This design comes from an exercise in tuning for small area and few clock cycles on the open sky130 flow, not from production work.
Function was checked by simulation only, so behaviour that the tests miss may differ from the original.

==> run a: inputs <==
==> flow/design.v <==
module pqc_out (
    input  wire        clk,
    input  wire        rst,
    input  wire        enq_valid,
    input  wire [15:0] enq_func,
    input  wire [15:0] enq_dev,
    input  wire [2:0]  enq_n,         
    input  wire [63:0] enq_data,      
    output wire        enq_full,
    input  wire        cmd_valid,
    input  wire        cmd_kind,
    input  wire [35:0] cmd_data,
    output wire        cmd_ready,
    output wire        wr_valid,
    output wire        wr_word,
    output wire [15:0] wr_data,
    input  wire        wr_ready,
    output wire [35:0] status,
    output wire        irq,
    output wire        irq_live
);
    localparam NS = 31;                 
    localparam SW = 99;                 
    reg [SW-1:0] st [0:NS-1];
    reg [NS-1:0] v;                     
    wire deq;
    wire q_full = &v;
    assign enq_full = q_full;
    wire enq_ok = enq_valid && !q_full;
    wire q_empty = !v[0];               
    wire [NS-1:0] free;
    assign free[0] = !v[0] || deq;
    genvar g;
    generate
        for (g = 1; g < NS; g = g + 1) begin : g_free
            assign free[g] = !v[g] || free[g-1];
        end
    endgenerate
    wire [NS-1:0] take;
    generate
        for (g = 0; g < NS - 1; g = g + 1) begin : g_take
            assign take[g] = v[g+1] && free[g];
        end
    endgenerate
    assign take[NS-1] = enq_ok;
    always @(posedge clk) begin
        if (rst)
            v <= {NS{1'b0}};
        else
            v <= take | (v & ~free);
    end
    integer i;
    always @(posedge clk) begin
        for (i = 0; i < NS - 1; i = i + 1)
            if (take[i])
                st[i] <= st[i+1];
        if (take[NS-1])
            st[NS-1] <= {enq_func, enq_dev, enq_n, enq_data};
    end
    wire [SW-1:0] h = st[0];
    wire [63:0] h_data = h[63:0];
    wire [2:0]  h_n    = h[66:64];
    wire [15:0] h_dev  = h[82:67];
    wire [15:0] h_func = h[98:83];
    wire [4:0]  h_cnt  = {h_n, 1'b0} + 5'd8;
    reg        d10, db10, sind, reld, pie;
    reg [2:0]  pia;
    reg        irq_r;
    reg        ann;         
    reg        annw;        
    reg        snd;         
    reg        hdr;         
    reg [4:0]  p;           
    reg [3:0]  b;           
    wire dw_pend   = cmd_valid && cmd_kind;
    wire can_start = !q_empty && !snd && !annw;
    wire ann_cond  = !q_empty && !ann && !db10 && !sind && !snd && !dw_pend;
    wire ann_act   = annw || ann_cond;
    assign cmd_ready = !cmd_kind || can_start;
    wire take_cw = cmd_valid && !cmd_kind;
    wire take_dw = dw_pend && can_start;
    reg [7:0] cur_byte;
    always @(*) begin
        case (p[3:0])
            4'd1:  cur_byte = hdr ? 8'd10 : {3'd0, h_cnt};
            4'd2:  cur_byte = {h_func[15] | hdr, h_func[14:8]};
            4'd3:  cur_byte = h_func[7:0];
            4'd4:  cur_byte = h_dev[15:8];
            4'd5:  cur_byte = h_dev[7:0];
            4'd8:  cur_byte = hdr ? 8'd0 : h_data[15:8];
            4'd9:  cur_byte = hdr ? {4'd0, h_n, 1'b0} : h_data[7:0];
            4'd10: cur_byte = h_data[31:24];
            4'd11: cur_byte = h_data[23:16];
            4'd12: cur_byte = h_data[47:40];
            4'd13: cur_byte = h_data[39:32];
            4'd14: cur_byte = h_data[63:56];
            4'd15: cur_byte = h_data[55:48];
            default: cur_byte = 8'd0;
        endcase
    end
    assign wr_valid = snd || ann_act;
    assign wr_word  = !snd;
    assign wr_data  = snd ? {8'h00, cur_byte} : {11'd0, h_cnt};
    assign status = {13'd0, sind, 1'b0, 1'b0, 1'b0, reld, 4'd0,
                     1'b0, 3'd0, db10, 1'b0, 1'b0, 1'b0, d10, 1'b0, pie, pia};
    assign irq      = irq_r;
    assign irq_live = irq_r && pie && (pia != 3'd0);
    wire [11:0] budget = cmd_data[11:0];
    wire        bud0   = (budget == 12'd0);
    wire [4:0]  p_inc  = p + 5'd1;
    wire        p_end  = (p == h_cnt);                     
    wire        last   = hdr  ? (p[3:0] == 4'd9) :
                         sind ? (p_inc == h_cnt || b == 4'd1) :
                                (p_inc == h_cnt);
    wire        byte_t = snd && wr_ready;
    wire        fin    = byte_t && last;
    assign deq = (fin && !hdr && (!sind || p_inc == h_cnt)) ||
               (take_dw && sind && p_end);
    always @(posedge clk) begin
        if (rst) begin
            d10      <= 1'b0;
            db10     <= 1'b0;
            sind     <= 1'b0;
            reld     <= 1'b0;
            pie      <= 1'b0;
            pia      <= 3'd0;
            irq_r    <= 1'b0;
            ann      <= 1'b0;
            annw     <= 1'b0;
            snd      <= 1'b0;
            hdr      <= 1'b0;
            p        <= 5'd0;
            b        <= 4'd0;
        end else begin
            if (take_cw) begin
                if (cmd_data[4]) begin
                    pie <= cmd_data[3];
                    pia <= cmd_data[2:0];
                end
                if (cmd_data[5])  d10  <= 1'b0;
                if (cmd_data[9])  db10 <= 1'b0;
                if (cmd_data[12]) reld <= 1'b0;
                if (cmd_data[11]) reld <= 1'b1;
                irq_r <= (d10 && !cmd_data[5]) || (db10 && !cmd_data[9]);
            end
            if (ann_act) begin
                if (wr_ready) begin
                    annw  <= 1'b0;
                    ann   <= 1'b1;
                    db10  <= 1'b1;
                    irq_r <= 1'b1;
                end else begin
                    annw  <= 1'b1;
                end
            end
            if (take_dw) begin
                irq_r <= 1'b0;
                if (sind) begin
                    b <= (budget > 12'd8) ? 4'd8 : budget[3:0];
                    if (p_end || bud0) begin
                        d10   <= 1'b1;
                        irq_r <= 1'b1;
                        if (p_end) begin
                            sind <= 1'b0;
                            ann  <= 1'b0;
                            p    <= 5'd0;
                        end
                    end else begin
                        snd <= 1'b1;
                    end
                end else begin
                    snd <= 1'b1;
                    hdr <= ({7'd0, h_cnt} > budget);
                    p   <= 5'd0;
                end
            end
            if (byte_t) begin
                p <= p_inc;
                b <= b - 4'd1;
                if (last) begin
                    snd   <= 1'b0;
                    d10   <= 1'b1;
                    irq_r <= 1'b1;
                    if (hdr) begin
                        hdr  <= 1'b0;
                        sind <= 1'b1;
                        p    <= 5'd8;
                    end else if (!sind || p_inc == h_cnt) begin
                        sind <= 1'b0;
                        ann  <= 1'b0;
                        p    <= 5'd0;
                    end
                end
            end
        end
    end
endmodule
==> flow/run.sh <==
#!/bin/bash
# synth_recipe.tcl (not shown) runs the flow's synth.tcl, then flattens the netlist and writes it again
# the make line also repeats each setting of config.mk as NAME=value (left out here)
make -C /OpenROAD-flow-scripts/flow DESIGN_CONFIG=/design/flow/config.mk WORK_HOME=/design/flow/orfs CLKGATE_MAP_FILE= SYNTH_SCRIPT=/design/flow/synth_recipe.tcl finish
==> flow/config.mk <==
export PLATFORM = sky130hd
export DESIGN_NAME = pqc_out
export DESIGN_NICKNAME = pqc_out
export VERILOG_FILES = /design/flow/design.v
export SDC_FILE = /design/flow/constraint.sdc
export NUM_CORES = 4
export LEC_CHECK = 0
export CAP_MARGIN = 20
export CORE_MARGIN = 2
export CORE_UTILIZATION = 40
export PLACE_DENSITY = 0.6
export SLEW_MARGIN = 20
==> flow/constraint.sdc <==
create_clock -name core_clock -period 10.0 [get_ports {clk}]
set_input_delay 2.0000 -clock core_clock [delete_from_list [all_inputs] [get_ports {clk}]]
set_output_delay 2.0000 -clock core_clock [all_outputs]
set_load 0.01 [all_outputs]
==> run b: changes against run a <==
--- a/flow/design.v
+++ b/flow/design.v
@@ -21,5 +21,5 @@
 );
     localparam NS = 31;                 
-    localparam SW = 99;                 
+    localparam SW = 97;                 
     reg [SW-1:0] st [0:NS-1];
     reg [NS-1:0] v;                     
@@ -50,4 +50,8 @@
             v <= take | (v & ~free);
     end
+    wire        enq_n4   = enq_n[2];
+    wire [63:0] enq_word = {enq_data[63:50],
+                            enq_n4 ? enq_data[49:48] : enq_n[1:0],
+                            enq_data[47:0]};
     integer i;
     always @(posedge clk) begin
@@ -56,11 +60,11 @@
                 st[i] <= st[i+1];
         if (take[NS-1])
-            st[NS-1] <= {enq_func, enq_dev, enq_n, enq_data};
+            st[NS-1] <= {enq_func, enq_dev, enq_n4, enq_word};
     end
     wire [SW-1:0] h = st[0];
     wire [63:0] h_data = h[63:0];
-    wire [2:0]  h_n    = h[66:64];
-    wire [15:0] h_dev  = h[82:67];
-    wire [15:0] h_func = h[98:83];
+    wire [2:0]  h_n    = h[64] ? 3'd4 : {1'b0, h[49:48]};
+    wire [15:0] h_dev  = h[80:65];
+    wire [15:0] h_func = h[96:81];
     wire [4:0]  h_cnt  = {h_n, 1'b0} + 5'd8;
     reg        d10, db10, sind, reld, pie;
--- a/flow/config.mk
+++ b/flow/config.mk
@@ -6,7 +6,11 @@
 export NUM_CORES = 4
 export LEC_CHECK = 0
+export ABC_AREA = 1
 export CAP_MARGIN = 20
 export CORE_MARGIN = 2
-export CORE_UTILIZATION = 40
-export PLACE_DENSITY = 0.6
+export CORE_UTILIZATION = 60
+export CTS_BUF_LIST = sky130_fd_sc_hd__clkbuf_16
+export CTS_CLUSTER_DIAMETER = 60
+export CTS_CLUSTER_SIZE = 30
+export PLACE_DENSITY = 0.75
 export SLEW_MARGIN = 20
==> run c: changes against run a <==
--- a/flow/config.mk
+++ b/flow/config.mk
@@ -8,5 +8,8 @@
 export CAP_MARGIN = 20
 export CORE_MARGIN = 2
-export CORE_UTILIZATION = 40
-export PLACE_DENSITY = 0.6
+export CORE_UTILIZATION = 60
+export CTS_BUF_LIST = sky130_fd_sc_hd__clkbuf_16
+export CTS_CLUSTER_DIAMETER = 60
+export CTS_CLUSTER_SIZE = 30
+export PLACE_DENSITY = 0.75
 export SLEW_MARGIN = 20
==> run d: changes against run a <==
--- a/flow/design.v
+++ b/flow/design.v
@@ -21,5 +21,5 @@
 );
     localparam NS = 31;                 
-    localparam SW = 99;                 
+    localparam SW = 97;                 
     reg [SW-1:0] st [0:NS-1];
     reg [NS-1:0] v;                     
@@ -50,4 +50,8 @@
             v <= take | (v & ~free);
     end
+    wire        enq_n4   = enq_n[2];
+    wire [63:0] enq_word = {enq_data[63:50],
+                            enq_n4 ? enq_data[49:48] : enq_n[1:0],
+                            enq_data[47:0]};
     integer i;
     always @(posedge clk) begin
@@ -56,11 +60,11 @@
                 st[i] <= st[i+1];
         if (take[NS-1])
-            st[NS-1] <= {enq_func, enq_dev, enq_n, enq_data};
+            st[NS-1] <= {enq_func, enq_dev, enq_n4, enq_word};
     end
     wire [SW-1:0] h = st[0];
     wire [63:0] h_data = h[63:0];
-    wire [2:0]  h_n    = h[66:64];
-    wire [15:0] h_dev  = h[82:67];
-    wire [15:0] h_func = h[98:83];
+    wire [2:0]  h_n    = h[64] ? 3'd4 : {1'b0, h[49:48]};
+    wire [15:0] h_dev  = h[80:65];
+    wire [15:0] h_func = h[96:81];
     wire [4:0]  h_cnt  = {h_n, 1'b0} + 5'd8;
     reg        d10, db10, sind, reld, pie;
==> flow/flow/run.sh (new file) <==
#!/bin/bash
# Standard ORFS layout, with two changes: the port buffers are the smallest
# buffer cell, and CTS inserts no dummy loads.
set -e
export BUFFER_PORTS_ARGS="-buffer_cell sky130_fd_sc_hd__buf_1"
export CTS_ARGS="-sink_clustering_enable -repair_clock_nets -sink_clustering_size 32 -sink_clustering_max_diameter 60 -buf_list sky130_fd_sc_hd__clkbuf_16 -dont_use_dummy_load"
bash standard.sh > standard_flow.log 2>&1
==> flow/standard.sh (new file) <==
#!/bin/bash
# synth_recipe.tcl (not shown) runs the flow's synth.tcl, then flattens the netlist and writes it again
# the make line also repeats each setting of config.mk as NAME=value (left out here)
make -C /OpenROAD-flow-scripts/flow DESIGN_CONFIG=/design/flow/config.mk WORK_HOME=/design/flow/orfs CLKGATE_MAP_FILE= SYNTH_SCRIPT=/design/flow/synth_recipe.tcl "${@:-finish}"
--- a/flow/config.mk
+++ b/flow/config.mk
@@ -6,7 +6,11 @@
 export NUM_CORES = 4
 export LEC_CHECK = 0
+export ABC_AREA = 1
 export CAP_MARGIN = 20
 export CORE_MARGIN = 2
-export CORE_UTILIZATION = 40
-export PLACE_DENSITY = 0.6
+export CORE_UTILIZATION = 70
+export CTS_BUF_LIST = sky130_fd_sc_hd__clkbuf_16
+export CTS_CLUSTER_DIAMETER = 60
+export CTS_CLUSTER_SIZE = 30
+export PLACE_DENSITY = 0.8
 export SLEW_MARGIN = 20
removed: flow/run.sh
==> impl_metrics.prom <==
# TYPE chip_impl_metric gauge
chip_impl_info{name="synth.top_cells.by_area",value="sky130_fd_sc_hd__edfxtp_1 (96%), sky130_fd_sc_hd__dfxtp_1 (1.1%), sky130_fd_sc_hd__inv_1 (0.41%)"} 1
chip_impl_metric{name="hold_ws",unit="ns"} 0.374
chip_impl_metric{name="detail_route.wirelength.met1",unit="mm"} 44.1
chip_impl_metric{name="power.share.clock",unit="%"} 29.5
chip_impl_metric{name="global_route.usage.met1",unit="%"} 21.8
chip_impl_metric{name="dpl_worst_slack",unit="ns"} 4.62
chip_impl_metric{name="largest_register_ffs",unit=""} 3007
chip_impl_metric{name="postLayoutSetupSlackWorst",unit="ns"} 4.25
chip_impl_info{name="worst_r2r_endpoint",value="st[14][52]$_DFFE_PP_"} 1
chip_impl_metric{name="die_y",unit="µm"} 371
chip_impl_info{name="outcome",value="timing/DRC/antenna clean"} 1
chip_impl_metric{name="post_synth.cell_area_avg",unit="µm²"} 26.1
The numbers above come from run d.

==> impl_metrics.prom <==
# TYPE chip_impl_metric gauge
chip_impl_metric{name="largest_register_ffs",unit=""} 3069
chip_impl_info{name="outcome",value="timing/DRC/antenna clean"} 1
chip_impl_metric{name="postLayoutSetupSlackWorst",unit="ns"} 4.12
chip_impl_metric{name="detail_route.wirelength.met1",unit="mm"} 43.7
chip_impl_metric{name="global_route.usage.met1",unit="%"} 17.6
chip_impl_metric{name="dpl_worst_slack",unit="ns"} 4.44
chip_impl_metric{name="clkSlewWorstSetupHoldPaths",unit="ns"} 0.10
chip_impl_metric{name="post_synth.cell_area_avg",unit="µm²"} 26.5
chip_impl_info{name="worst_setup_ep_type",value="output pin"} 1
chip_impl_info{name="worst_r2r_endpoint",value="st[28][80]$_DFFE_PP_"} 1
chip_impl_info{name="synth.top_cells.by_area",value="sky130_fd_sc_hd__edfxtp_1 (96%), sky130_fd_sc_hd__dfxtp_1 (1.1%), sky130_fd_sc_hd__buf_4 (0.33%)"} 1
chip_impl_metric{name="hold_ws",unit="ns"} 0.401
chip_impl_metric{name="power.share.clock",unit="%"} 32.1
The numbers above come from run c.

==> impl_metrics.prom <==
# TYPE chip_impl_metric gauge
chip_impl_metric{name="cts_setup_buffers",unit=""} 0
chip_impl_metric{name="die_y",unit="µm"} 401
chip_impl_metric{name="post_synth.cell_area_avg",unit="µm²"} 26.1
chip_impl_info{name="worst_r2r_endpoint",value="st[14][37]$_DFFE_PP_"} 1
chip_impl_metric{name="detail_route.wirelength.met1",unit="mm"} 40.4
chip_impl_metric{name="synth_xor_area_share",unit="%"} 0.0186
chip_impl_metric{name="postLayoutSetupSlackWorst",unit="ns"} 3.98
chip_impl_metric{name="final_min_period_over_clock_period",unit="%"} 60.2
chip_impl_metric{name="dpl_worst_slack",unit="ns"} 4.23
chip_impl_metric{name="layout-area-overhead-vs-synth",unit="%"} 9.15
chip_impl_info{name="outcome",value="timing/DRC/antenna clean"} 1
chip_impl_info{name="synth.top_cells.by_area",value="sky130_fd_sc_hd__edfxtp_1 (96%), sky130_fd_sc_hd__dfxtp_1 (1.1%), sky130_fd_sc_hd__inv_1 (0.41%)"} 1
chip_impl_metric{name="global_route.usage.met1",unit="%"} 16.3
chip_impl_metric{name="power.share.clock",unit="%"} 31.8
chip_impl_metric{name="largest_register_ffs",unit=""} 3007
chip_impl_metric{name="drive_above_1_share",unit="%"} 7.84
chip_impl_metric{name="pin_count",unit=""} 199
chip_impl_metric{name="hold_ws",unit="ns"} 0.410
The numbers above come from run b.

==> impl_metrics.prom <==
# TYPE chip_impl_metric gauge
chip_impl_metric{name="hold_ws",unit="ns"} 0.368
chip_impl_metric{name="power.share.clock",unit="%"} 43.3
chip_impl_metric{name="post_synth.cell_area_avg",unit="µm²"} 26.5
chip_impl_info{name="worst_r2r_endpoint",value="st[18][97]$_DFFE_PP_"} 1
chip_impl_metric{name="largest_register_ffs",unit=""} 3069
chip_impl_metric{name="global_route.usage.met1",unit="%"} 10.3
chip_impl_metric{name="dpl_worst_slack",unit="ns"} 4.13
chip_impl_info{name="outcome",value="timing/DRC/antenna clean"} 1
chip_impl_metric{name="detail_route.wirelength.met1",unit="mm"} 41.6
The numbers above come from run a.

Testbench counts of run a, summed over its fixed seeds: cycles 44,371.
Testbench counts of run b, summed over its fixed seeds: cycles 44,371.
Testbench counts of run c, summed over its fixed seeds: cycles 44,371.
Testbench counts of run d, summed over its fixed seeds: cycles 44,371.

-- separate check: timing with driven ports --
The results above use ideal ports. As a check the final layouts listed here were re-extracted and re-timed, cells and wires unchanged. Step 1 (the two cells are an assumption about what drives the block):
set clk [get_ports {clk}]
set_driving_cell -lib_cell sky130_fd_sc_hd__clkbuf_16 $clk
set_driving_cell -lib_cell sky130_fd_sc_hd__buf_2 [delete_from_list [all_inputs] $clk]
Step 2, shift: input delay + t, output delay - t, t = (earliest + latest rising clock arrival at the registers) / 2. This alone moves slack from input paths to output paths. Three values: ideal ports, drivers, drivers and shift; two values: the first two.
| run | shift t [ns] | setup WS [ns] | worst slew at a driven data input, ns | pins driven straight from the clock port |
|---|---|---|---|---|
| run a | 0.940 | 3.815 / 3.735 / 4.102 | 0.06 | 1 |
| run b | 0.847 | 3.980 / 3.901 / 4.143 | 0.06 | 1 |
| run c | 0.865 | 4.120 / 4.035 / 4.285 | 0.06 | 1 |
| run d | 0.827 | 4.251 / 4.176 / 4.464 | 0.07 | 1 |
After both steps setup and hold are still met in every run listed.
